This is an optimization exercise on Yosys and OpenROAD, whose aim is small area, a short achievable clock period and few clock cycles, not a production implementation. Only simulation tests tie the RTL to the original design; equivalence was not proved.

==> inputs of run a <==
// aptb_acf
module aptb_acf (
    input             clk,
    input             rst,           
    input             cmd_valid,
    output            cmd_ready,
    input      [31:0] cmd_word,      
    input      [31:0] cmd_data,      
    input      [31:0] cfg_fs,        
    input      [31:0] cfg_flo,       
    input      [31:0] cfg_fhi,       
    input      [15:0] cfg_tau,       
    output reg        rsp_valid,
    output reg [31:0] rsp_result,
    output reg [7:0]  rsp_err
);
    localparam OP_INIT     = 8'h01;
    localparam OP_PUSH     = 8'h10;
    localparam OP_SIZE     = 8'h11;
    localparam OP_MINP     = 8'h12;
    localparam OP_LAG      = 8'h13;
    localparam OP_MAX      = 8'h14;
    localparam OP_MIN      = 8'h15;
    localparam OP_CORR     = 8'h16;
    localparam OP_PE_FREQ  = 8'h20;
    localparam OP_PE_PRED  = 8'h21;
    localparam OP_PE_HALF  = 8'h22;
    localparam OP_PE_WSIZE = 8'h23;
    localparam E_OK        = 8'h00;
    localparam E_BADCMD    = 8'h01;
    localparam E_NOTCFG    = 8'h02;
    localparam E_LAG       = 8'h03;
    localparam E_CFG_FS    = 8'h10;
    localparam E_CFG_FLO   = 8'h11;
    localparam E_CFG_ORDER = 8'h12;
  ...
Settings: LEC_CHECK=0, CAP_MARGIN=20, CORE_MARGIN=2, CORE_UTILIZATION=30, SLEW_MARGIN=20; clock period 15.0 ns.
run.sh (not shown) runs the stock make flow with config.mk's settings and CLKGATE_MAP_FILE= SYNTH_SCRIPT=/design/flow/synth_recipe.tcl, a recipe that flattens the netlist after the stock synthesis.
==> run b: changes against run a <==
--- a/flow/design.v
+++ b/flow/design.v
@@ -1213,27 +1213,22 @@
     reg [39:0] dv_sh;
     reg        mu_busy;
     reg [3:0]  mu_cnt;
     reg [7:0]  mu_m;
     reg [23:0] mu_acc;
-    reg [6:0]  dv_rem_n;
-    reg [39:0] dv_sh_n;
-    reg [7:0]  dv_t;
-    integer di;
+    reg  [8:0]  dv_l3;       
+    wire [8:0]  dv_t  = {dv_rem, dv_sh[39:38]};
+    wire [9:0]  dv_d1 = {1'b0, dv_t} - {3'd0, est_lag};
+    wire [9:0]  dv_d2 = {1'b0, dv_t} - {2'd0, est_lag, 1'b0};
+    wire [9:0]  dv_d3 = {1'b0, dv_t} - {1'b0, dv_l3};
+    reg  [6:0]  dv_rem_n;
+    reg  [1:0]  dv_qd;
     always @(*) begin
-        dv_rem_n = dv_rem;
-        dv_sh_n  = dv_sh;
-        for (di = 0; di < 2; di = di + 1) begin
-            dv_t = {dv_rem_n, dv_sh_n[39]};
-            if (dv_t >= {1'b0, est_lag}) begin
-                dv_rem_n = dv_t[6:0] - est_lag;
-                dv_sh_n  = {dv_sh_n[38:0], 1'b1};
-            end else begin
-                dv_rem_n = dv_t[6:0];
-                dv_sh_n  = {dv_sh_n[38:0], 1'b0};
-            end
-        end
+        if (!dv_d3[9])      begin dv_rem_n = dv_d3[6:0]; dv_qd = 2'd3; end
+        else if (!dv_d2[9]) begin dv_rem_n = dv_d2[6:0]; dv_qd = 2'd2; end
+        else if (!dv_d1[9]) begin dv_rem_n = dv_d1[6:0]; dv_qd = 2'd1; end
+        else                begin dv_rem_n = dv_t[6:0];  dv_qd = 2'd0; end
     end
     wire c_sw    = pb_v && !pb_rd;
     wire c_newlag = c_sw && (pb_first || (pb_d < est_min));
     wire c_newmax = c_sw && (pb_first || (pb_d > est_max));
     wire [7:0]  mm       = est_max - est_min;
@@ -1460,13 +1455,14 @@
             if (c_newlag) begin
                 dv_busy <= 1'b1;
                 dv_cnt  <= 5'd20;
                 dv_rem  <= 7'd0;
                 dv_sh   <= {1'b0, fs_s, 16'd0};
+                dv_l3   <= {2'd0, pb_lag} + {1'b0, pb_lag, 1'b0};
             end else if (dv_busy) begin
                 dv_rem <= dv_rem_n;
-                dv_sh  <= dv_sh_n;
+                dv_sh  <= {dv_sh[37:0], dv_qd};
                 dv_cnt <= dv_cnt - 5'd1;
                 if (dv_cnt == 5'd1) dv_busy <= 1'b0;
             end
             if (c_newmax) begin
                 mu_busy <= 1'b1;
==> notes <==
Sequential share of layout area: run a is higher than run b (0.17 points). Between run a and run b, the lower cell count is in run a (gap 1.8%, measured against run b). Of run a and run b, run a has the higher setup slack (gap 55 ps). In run a the clock skew is higher than in run b, by 2.2 ps.
Testbench counts of run a, summed over its fixed seeds: cycles 42,491.
Testbench counts of run b, summed over its fixed seeds: cycles 42,491.

==> afterwards: timing with drivers on the ports <==
How much do the figures lean on ideal ports? The routed layouts below were timed once more, with nothing changed but the port constraints.
Step 1, drivers: a clkbuf_16 drives clk and a buf_2 each remaining input, both assumed.
Step 2 also shifts input and output timing later by t, the mid clock arrival at the registers, as if the neighbouring blocks saw the same clock.
Slacks: ideal ports / drivers / drivers and shift; pairs: ideal ports / drivers.
run	t (ns)	setup slack, ns	worst setup path after step 2	slew at the worst register clock pin (ns)	cell pins on the clock port's net
run a	0.857	9.777 / 9.777 / 9.529	input to register	0.07 / 0.07	1
run b	0.894	9.722 / 9.722 / 9.656	input to register	0.07 / 0.07	1
After both steps every run listed still meets setup and hold. The setup slack of run a, which loses most, moves by 0.000 ns with the drivers and by -0.248 ns with both steps.
